This design comes from an exercise in tuning for small area, a short achievable clock period and few clock cycles on the open sky130 flow, not from production work.
Where RTL was checked, it was by simulation tests only, not by an equivalence proof against the original.
No functional check of the RTL was part of run 1.

## flow/design.v (module list and top-level ports; edited modules follow where they fit)
// module fvmc: 1086 lines
module fvmc (
    input  wire        clk,
    input  wire        rst,         
    input  wire        req,         
    input  wire        we,          
    input  wire [5:0]  addr,        
    input  wire [31:0] wdata,
    output wire        ack,         
    output reg  [31:0] rdata,       
    output wire [16:0] mot_yaw,
    output wire [16:0] mot_fwd
);
  // ...
==> flow/flow/run.sh <==
#!/bin/bash
# Own layout flow: the standard ORFS flow, with the port buffers built from
# sky130_fd_sc_hd__buf_4 cells instead of the resizer's default buffer choice.
# Each tool writes its own logs under orfs/logs; the driver's output goes to standard.log.
set -o pipefail
export BUFFER_PORTS_ARGS="-buffer_cell sky130_fd_sc_hd__buf_4"
# ask the timing repair for 53 ns of setup slack at the 90 ns clock (paths of at most 37 ns)
export SETUP_SLACK_MARGIN=53
bash standard.sh > standard.log 2>&1
==> flow/standard.sh <==
#!/bin/bash
# synth_recipe.tcl (not shown) runs the flow's synth.tcl, then flattens the netlist and writes it again
# the make line also repeats each setting of config.mk as NAME=value (left out here)
make -C /OpenROAD-flow-scripts/flow DESIGN_CONFIG=/design/flow/config.mk WORK_HOME=/design/flow/orfs CLKGATE_MAP_FILE= SYNTH_SCRIPT=/design/flow/synth_recipe.tcl "${@:-finish}"
==> flow/config.mk <==
export PLATFORM = sky130hd
export DESIGN_NAME = fvmc
export DESIGN_NICKNAME = fvmc
export VERILOG_FILES = /design/flow/design.v
export SDC_FILE = /design/flow/constraint.sdc
export NUM_CORES = 8
export LEC_CHECK = 0
export CAP_MARGIN = 30
export CORE_MARGIN = 2
export CORE_UTILIZATION = 45
export SLEW_MARGIN = 30
==> flow/constraint.sdc <==
create_clock -name core_clock -period 90.0 [get_ports {clk}]
set_input_delay 18.0000 -clock core_clock [delete_from_list [all_inputs] [get_ports {clk}]]
set_output_delay 18.0000 -clock core_clock [all_outputs]
set_load 0.01 [all_outputs]
==> out/results.ini, run 1 <==
[run_status]
outcome=no timing/DRC/antenna violations

[clocking]
cts_tree=yes
htree_levels=4
postCtsSetupBuffers=106
cts_buffers=148

[synth]
yosys.area_share.simple_pct=16.6
ys_top_cells_by_area=edfxtp_1 (16%), dfxtp_1 (16%), ha_1 (8.5%), fa_1 (5.5%), a21oi_1 (4.4%)

[cells_and_area]
diodes=15
fin_nets=11800
fillers=19400
seq_cells=1235
nNonClkBuffers=500
multi_input_area_share_pct=57.0

[timing]
fin_crit_sh_pct=42.2
final_hold_viol_count=0
slew_headroom_pct=23.1

[drt]
via_count=89700
wl_met3_mm=44.9
drc=0
wl_met2_mm=193

[hold_path]
worstHoldStart=rxbuf[19]
holdPathStages=0

[global_routing]
grt.busiest_layer=met2
grt_pass1_vias=83100
grt_overflow=0

[floorplanning]
num_rows=167

[critical_path]
timing.rr.start=sens_ax[31]
path_class=input port to output port
cp_slowest_cell=nor2_4

[placement]
hpwlAfterDp_mm=355
post-place-ws_ns=50.72

==> inputs of run 2 (changes only) <==
--- a/flow/design.v
+++ b/flow/design.v
@@ -800,17 +800,17 @@
     always @* begin
         ld = 1'b1;
         ld_job = J_HEAD;
         if (ld_head_now)                                     ld_job = J_HEAD;
         else if (ld_hx_now)                                  ld_job = J_HX;
         else if (!dv_free2)                                  ld = 1'b0;
         else if (vel_pend)                                   ld_job = J_VEL;
         else if (head_pend)                                  ld_job = J_HEAD;
-        else if (big_need && !(dv_busy && dv_job == J_BIG))  ld_job = J_BIG;
+        else if (big_need && !wp_inval && !(dv_busy && dv_job == J_BIG)) ld_job = J_BIG;
         else if (turn_pend)                                  ld_job = J_TURN;
         else if (hx_pend)                                    ld_job = J_HX;
         else                                                 ld = 1'b0;
     end
     wire [31:0] opa_n = wr_opa ? wdata : opa;
     wire [31:0] opb_n = wr_opb ? wdata : opb;
     wire [31:0] head_n = wr_shead ? wdata : sens_head;
     reg  [33:0] ld_x;
==> flow/flow/run.sh (replaced) <==
#!/bin/bash
# Own layout flow: the standard ORFS flow, with the port buffers built from
# sky130_fd_sc_hd__buf_4 cells instead of the resizer's default buffer choice.
# Each tool writes its own logs under orfs/logs; the driver's output goes to standard.log.
set -o pipefail
export BUFFER_PORTS_ARGS="-buffer_cell sky130_fd_sc_hd__buf_4"
# ask the timing repair for 51 ns of setup slack at the 90 ns clock
export SETUP_SLACK_MARGIN=51
bash standard.sh > standard.log 2>&1
==> flow/config.mk (replaced) <==
export PLATFORM = sky130hd
export DESIGN_NAME = fvmc
export DESIGN_NICKNAME = fvmc
export VERILOG_FILES = /design/flow/design.v
export SDC_FILE = /design/flow/constraint.sdc
export NUM_CORES = 8
export LEC_CHECK = 0
export CAP_MARGIN = 30
export CORE_MARGIN = 2
export CORE_UTILIZATION = 45
export CTS_CLUSTER_DIAMETER = 100
export CTS_CLUSTER_SIZE = 22
export SLEW_MARGIN = 30
==> out/results.ini, run 2 <==
[floorplanning]
num_rows=168  ; +0.60%
ioPinCount=109
die-height_um=462
die_w_um=462
start_util_pct=45.2
die_area_um2=213000
fp.coreArea_um2=209000

[timing]
fin_crit_sh_pct=43.4  ; +1.2 points
grt_setup_unrepaired=yes
setup_tns_ns=0
finalSetupViolations=0
tightest_slew_ns=1.15
finalMaxSlewViolations=0
clock.fmax_mhz=25.6
period_needed_ns=39.08
final_hold_viol_count=0  ; unchanged
skew_ns=0.0824
slew_headroom_pct=23.0  ; -0.055 points

[synth]
synth_edf_count=503
synth_nets=11800
yosys-top-cells-count=nand2_1 (1149), nor2_1 (878), a21oi_1 (846)
synth_cells=10900
ys_top_cells_by_area=edfxtp_1 (16%), dfxtp_1 (16%), ha_1 (8.4%), fa_1 (5.5%), nand2_1 (4.6%)
synth_area_um2=94400
ys_async_sr_fraction_pct=0
ys_seq_area_share_pct=31.5
syn_avg_cell_area_um2=8.68
ys_warn_count=1
synth.ff_latch_count=1235
synth_top_area_share_pct=16.0
synth.most_common_cell=nand2_1
synth_ff_type=dfxtp_1
synth.distinct_cells=132
synth_largest_area_cell=edfxtp_1

[global_routing]
track_usage_pct=41.1
grt_pass1_wl_mm=627
grt_overflow=0  ; unchanged
grt_max_degree=178
antenna_found_initial=70
grt_pass1_vias=82400  ; -0.87%

[run_status]
outcome=no timing/DRC/antenna violations

[cells_and_area]
layout_commonest_cell=nand2_1
fin_nets=11700  ; -0.84%
drive_above_1_share_pct=8.93
area_growth_pct=8.15
largest_register_ffs=160
stdcell_count=13700
most-common-layout-cells=nand2_1 (1137), a21oi_1 (839), nor2_1 (836), dfxtp_1 (725), inv_1 (682)

[critical_path]
cp-endpoint=rdata[11]
reg2reg_depth=69
path_class=input port to output port
timing.rr.start=fsel[0]
crit_path_start_kind=input port
worst_ep_required_time_ns=72.00
reg2reg_to=r_mot_yaw[13]
end_kind=output port
crit_path_start=addr[1]
crit_fanout=57
ff2ff_setup_slack_ns=66.00
arrival_ns=21.08

[clocking]
cts_root_buf=clkbuf_16
cts_buffer_depth=3
clk_pin_slew_ns=0.07
cts_tree=yes
htree_levels=3  ; -1
postCtsHoldBufs=0
cts_sinks=1235
clk-insertion-delay-late_ns=0.82
cts_buffers=77  ; -48%

[drt]
detail_route.wl_per_cell_um=33.0
drc=0  ; unchanged
firstDrtPassIters=10
first_iter_violations=12600
vias_per_cell=6.53
ant_nets=0
via_count=89200  ; -0.50%
finalWirelength_mm=452

[run]
maxCapViolCount=0

[hold_path]
hold_class=flip-flop to flip-flop
holdPathStages=2  ; +2

[placement]
port_buffers=108
hpwlAfterDp_mm=358  ; +0.84%
placed_cells=13500
gp_congestion=1.07

==> run 2: changes by cell type in the layout (fill, tap and decap cells not counted), moves of 42 or more <==
cell	change
a211oi_1	-50
a221oi_1	+42
a22oi_2	-51
buf_6	-44
clkbuf_16	-78
mux2i_1	-78
nand2_1	+67
nand3_1	+158
nor2_1	-46
==> run 2: what timing repair did <==
action,in CTS,in global routing
endpoints found under the setup margin,27,20
gates resized for setup,16,10
buffers inserted,6,1
pin swaps,3,2
cloned,0,0
==> run 2: how the worst min path moves through the flow <==
stage / slack [ns] / end / from
global route: 0.47 / sk[7] / sk[7]
floorplan: 0.43 / s0[0] / s0[0]
global placement: 0.45 / a_prev[31] / a_prev[31]
finish: 0.47 / sk[7] / sk[7]
detailed placement: 0.45 / sk[10] / sk[10]
CTS: 0.46 / sk[10] / sk[10]
==> run 2: metrics by stage <==
stage                     hold WS [ns]  utilization [%]  worst slack, ns  area, um^2
after floorplan                  0.432                -            52.19       94400
after global routing             0.471             48.8            50.95      102000
after global placement           0.447             47.3            50.56       98800
after CTS                        0.461             48.7            50.90      102000
after detailed placement         0.451             47.4            50.61       99100
final                            0.466             48.8            50.92      102000
==> run 2: cells by family after synthesis <==
family / share of synthesized area, %
fa+ha+maj: 13.9
flops: 31.5
simple gates: 17.9
xor+xnor: 5.82
compound gates: 20.3
mux: 5.45
buf+inv: 5.08
==> run 2: per-layer routing <==
| layer | share of wire [%] | track usage [%] |
|---|---|---|
| met5 | 0.040 | 0 |
| met4 | 8.0 | 28.0 |
| met3 | 9.6 | 8.40 |
| met2 | 42 | 60.5 |
| met1 | 40 | 54.3 |
==> run 2: layout make-up <==
class	instances	area (um^2)
fillers	20200	107000
clock buffers	105	2080
diodes	39	97.6
flip-flops and latches	1235	29800
well taps	2805	3510
multi-input cells	8372	60500
inverters	694	2610
repair buffers	381	2910
clock inverters	36	576
==> run 2: worst max-delay path, cell delays in order <==
cell      delay [ns]
buf_4           0.33
nand2b_2        0.44
nor2_4          0.13
buf_8           0.29
a221oi_1        0.50
nand4_1         0.33
nor2_1          0.60
o21ai_0         0.19
buf_4           0.19
Testbench counts of run 2, summed over its fixed seeds: cycles 161,129.
==> inputs of run 3 (changes only) <==
--- a/flow/flow/run.sh
+++ b/flow/flow/run.sh
@@ -4,6 +4,4 @@
 # Each tool writes its own logs under orfs/logs; the driver's output goes to standard.log.
 set -o pipefail
 export BUFFER_PORTS_ARGS="-buffer_cell sky130_fd_sc_hd__buf_4"
-# ask the timing repair for 51 ns of setup slack at the 90 ns clock
-export SETUP_SLACK_MARGIN=51
 bash standard.sh > standard.log 2>&1
--- a/flow/config.mk
+++ b/flow/config.mk
@@ -10,4 +10,5 @@
 export CORE_UTILIZATION = 45
 export CTS_CLUSTER_DIAMETER = 100
 export CTS_CLUSTER_SIZE = 22
+export SETUP_SLACK_MARGIN = 2
 export SLEW_MARGIN = 30
==> out/results.ini, run 3 <==
[cells_and_area]
largest_register_ffs=160  ; unchanged
area_growth_pct=7.98
drive_above_1_share_pct=8.73  ; -0.20 points
fin_nets=11700  ; -0.068%
layout_commonest_cell=nand2_1
stdcell_count=13700  ; -0.066%
most-common-layout-cells=nand2_1 (1139), nor2_1 (841), a21oi_1 (839), dfxtp_1 (725), inv_1 (682)

[drt]
drc=0  ; unchanged
ant_nets=0  ; unchanged
via_count=89200  ; -0.071%
first_iter_violations=12300  ; -1.7%
vias_per_cell=6.53  ; about the same
finalWirelength_mm=451  ; -0.13%
firstDrtPassIters=10  ; unchanged
detail_route.wl_per_cell_um=33.0  ; about the same

[critical_path]
cpMostUsedCell=buf_4
arrival_ns=21.51  ; +0.43 ns
timing.rr.start=fsel[0]
crit_path_start_kind=input port
cpPeakStageDelay_ns=0.77  ; +0.17 ns
crit_fanout=57  ; unchanged
ff2ff_setup_slack_ns=66.02  ; +0.02 ns
crit_chain=buf_4 > nor2_1 > nand3_1 > nor2_4 > buf_4 > a22oi_1 > nand4_1 > a2111oi_0 > o211ai_1 > buf_4
reg2reg_to=r_mot_yaw[13]
worst_ep_required_time_ns=72.00  ; about the same
end_kind=output port
reg2reg_depth=69  ; unchanged
path_class=input port to output port
cp_slowest_cell=buf_4

[timing]
setup_tns_ns=0  ; unchanged
finalSetupViolations=0  ; unchanged
final_hold_viol_count=0  ; unchanged
finalMaxSlewViolations=0  ; unchanged
slew_headroom_pct=18.0  ; -5.0 points
fin_crit_sh_pct=43.9  ; +0.49 points
tightest_slew_ns=1.22  ; +0.0750 ns
skew_ns=0.0823  ; -0.000106 ns
period_needed_ns=39.51  ; +0.438 ns
clock.fmax_mhz=25.3  ; -1.1%
grt_setup_unrepaired=no

[run]
maxCapViolCount=0  ; unchanged

[synth]
yosys.area_share.adder_pct=13.9  ; unchanged
synth.most_common_cell=nand2_1
yosys-top-cells-count=nand2_1 (1149), nor2_1 (878), a21oi_1 (846)
synth.distinct_cells=132  ; unchanged
synth_nets=11800  ; unchanged
ys_top_cells_by_area=edfxtp_1 (16%), dfxtp_1 (16%), ha_1 (8.4%), fa_1 (5.5%), nand2_1 (4.6%)
synth_top_family_by_area=compound AO/OA/AOI/OAI gates
synth_cells=10900  ; unchanged
synth_top_area_share_pct=16.0  ; unchanged
synth.ff_latch_count=1235  ; unchanged
synth-xor-area-share_pct=5.82  ; unchanged
ys_seq_area_share_pct=31.5  ; unchanged
ys_warn_count=1  ; unchanged
synth_area_um2=94400  ; unchanged
yosys.area_share.simple_pct=17.9  ; unchanged
syn_avg_cell_area_um2=8.68  ; unchanged
synth_compound_area_share_pct=20.3  ; unchanged
ys_async_sr_fraction_pct=0  ; unchanged
synth_largest_area_cell=edfxtp_1
synth_edf_count=503  ; unchanged
synth_ff_type=dfxtp_1
synthMuxAreaShare_pct=5.45  ; unchanged

[floorplanning]
die_w_um=462  ; unchanged
die-height_um=462  ; unchanged
num_rows=168  ; unchanged
ioPinCount=109  ; unchanged
die_area_um2=213000  ; unchanged
start_util_pct=45.2  ; unchanged
fp.coreArea_um2=209000  ; unchanged

[hold_path]
holdPathStages=2  ; unchanged
hold_end=sk[7]
worstHoldStart=sk[7]
hold_class=flip-flop to flip-flop

[clocking]
cts_sinks=1235  ; unchanged
postCtsSetupBuffers=0  ; -6
clk-insertion-delay-late_ns=0.82  ; about the same
cts_buffer_depth=3  ; unchanged
htree_levels=3  ; unchanged
ctsResizeCount=0  ; -16
cts_buffers=77  ; unchanged
cts_root_buf=clkbuf_16
cts_tree=yes
postCtsHoldBufs=0  ; unchanged
clk_pin_slew_ns=0.07  ; about the same

[run_status]
outcome=no timing/DRC/antenna violations

[global_routing]
antenna_found_initial=67  ; -4.3%
track_usage_pct=41.1  ; -0.061 points
grt_pass1_vias=82400  ; -0.033%
grt_max_degree=178  ; unchanged
grt_pass1_wl_mm=627  ; about the same
grt_overflow=0  ; unchanged

[placement]
port_buffers=108  ; unchanged
hpwlAfterDp_mm=358  ; unchanged
gp_congestion=1.07  ; unchanged
placed_cells=13500  ; unchanged

## run 3: area by class of cell
type,instances,area (um^2)
Fill cell,20200,107000
Multi-Input combinational cell,8372,60400
Sequential cell,1235,29800
Tap cell,2805,3510
Timing Repair Buffer,373,2840
Inverter,694,2610
Clock buffer,105,2080
Clock inverter,36,576
Antenna cell,38,95.1
## run 3: stage by stage
step / util [%] / worst slack (ns) / area [um^2] / hold slack, ns
2_1_floorplan: - / 52.19 / 94400 / 0.432
3_3_place_gp: 47.3 / 50.56 / 98800 / 0.447
3_5_place_dp: 47.4 / 50.61 / 99100 / 0.451
4_1_cts: 48.7 / 50.60 / 102000 / 0.461
5_1_grt: 48.7 / 50.45 / 102000 / 0.471
6_report: 48.8 / 50.49 / 102000 / 0.466
## run 3: cell families (layout without fill, tap and decap cells)
family                   Yosys count  count (layout)
multiplexers                     399             399
AND/OR/NAND/NOR                 3550            3550
adder cells (fa/ha/maj)          895             895
flip-flops                      1235            1235
other                              0              38
buffers and inverters           1263            1208
AO/OA/AOI/OAI                   2907            2907
XOR/XNOR                         621             621
## run 3: how the worst max path moves through the flow
stage             from         to  cells past startpoint
2_1_floorplan  addr[0]  rdata[18]                     10
3_3_place_gp   addr[3]   rdata[0]                     10
3_5_place_dp   addr[4]   rdata[2]                     10
4_1_cts        addr[5]   rdata[2]                     10
5_1_grt        addr[5]   rdata[2]                     10
6_report       addr[5]   rdata[2]                     10
## run 3: per-layer routing
metal / up-vias / track usage (%) / wire (um)
met5: - / 0 / 230
met4: 30 / 27.8 / 35800
met3: 962 / 8.17 / 43000
met2: 4879 / 60.6 / 190000
met1: 44100 / 54.3 / 182000
li1: 39200 / - / -
## run 3: worst max-delay path, delay by kind of cell
kind | cells | cell delay [ns]
simple gates | 4 | 1.52
buf+inv | 3 | 1.16
compound gates | 3 | 0.77

-- afterwards: timing with drivers on the ports --
How much do the figures lean on ideal ports? The routed layouts below were timed once more, with nothing changed but the port constraints.
Step 1: set_driving_cell puts a clkbuf_16 on clk and a buf_2 on each other input, an assumption about the parent block.
Step 2 times the ports against the registers' clock, not the clock port: input delays grow and output delays shrink by t, the midpoint of the rising clock arrivals with the driver on.
Three values: ideal, step 1, step 2; two values: the first two.
run	shift t [ns]	setup WS [ns]	worst setup path after step 2	worst data-port slew with drivers (ns)	cell pins on the clock port's net
run 1	0.962	52.020 / 51.893 / 51.893	input to output	0.26	1
run 2	0.862	50.925 / 50.902 / 50.902	input to output	0.34	1
run 3	0.866	50.487 / 50.455 / 50.455	input to output	0.32	1
After both steps every run listed still meets setup and hold. For run 1, which loses most, drivers alone change the setup slack by -0.127 ns; drivers and shift together by -0.127 ns.
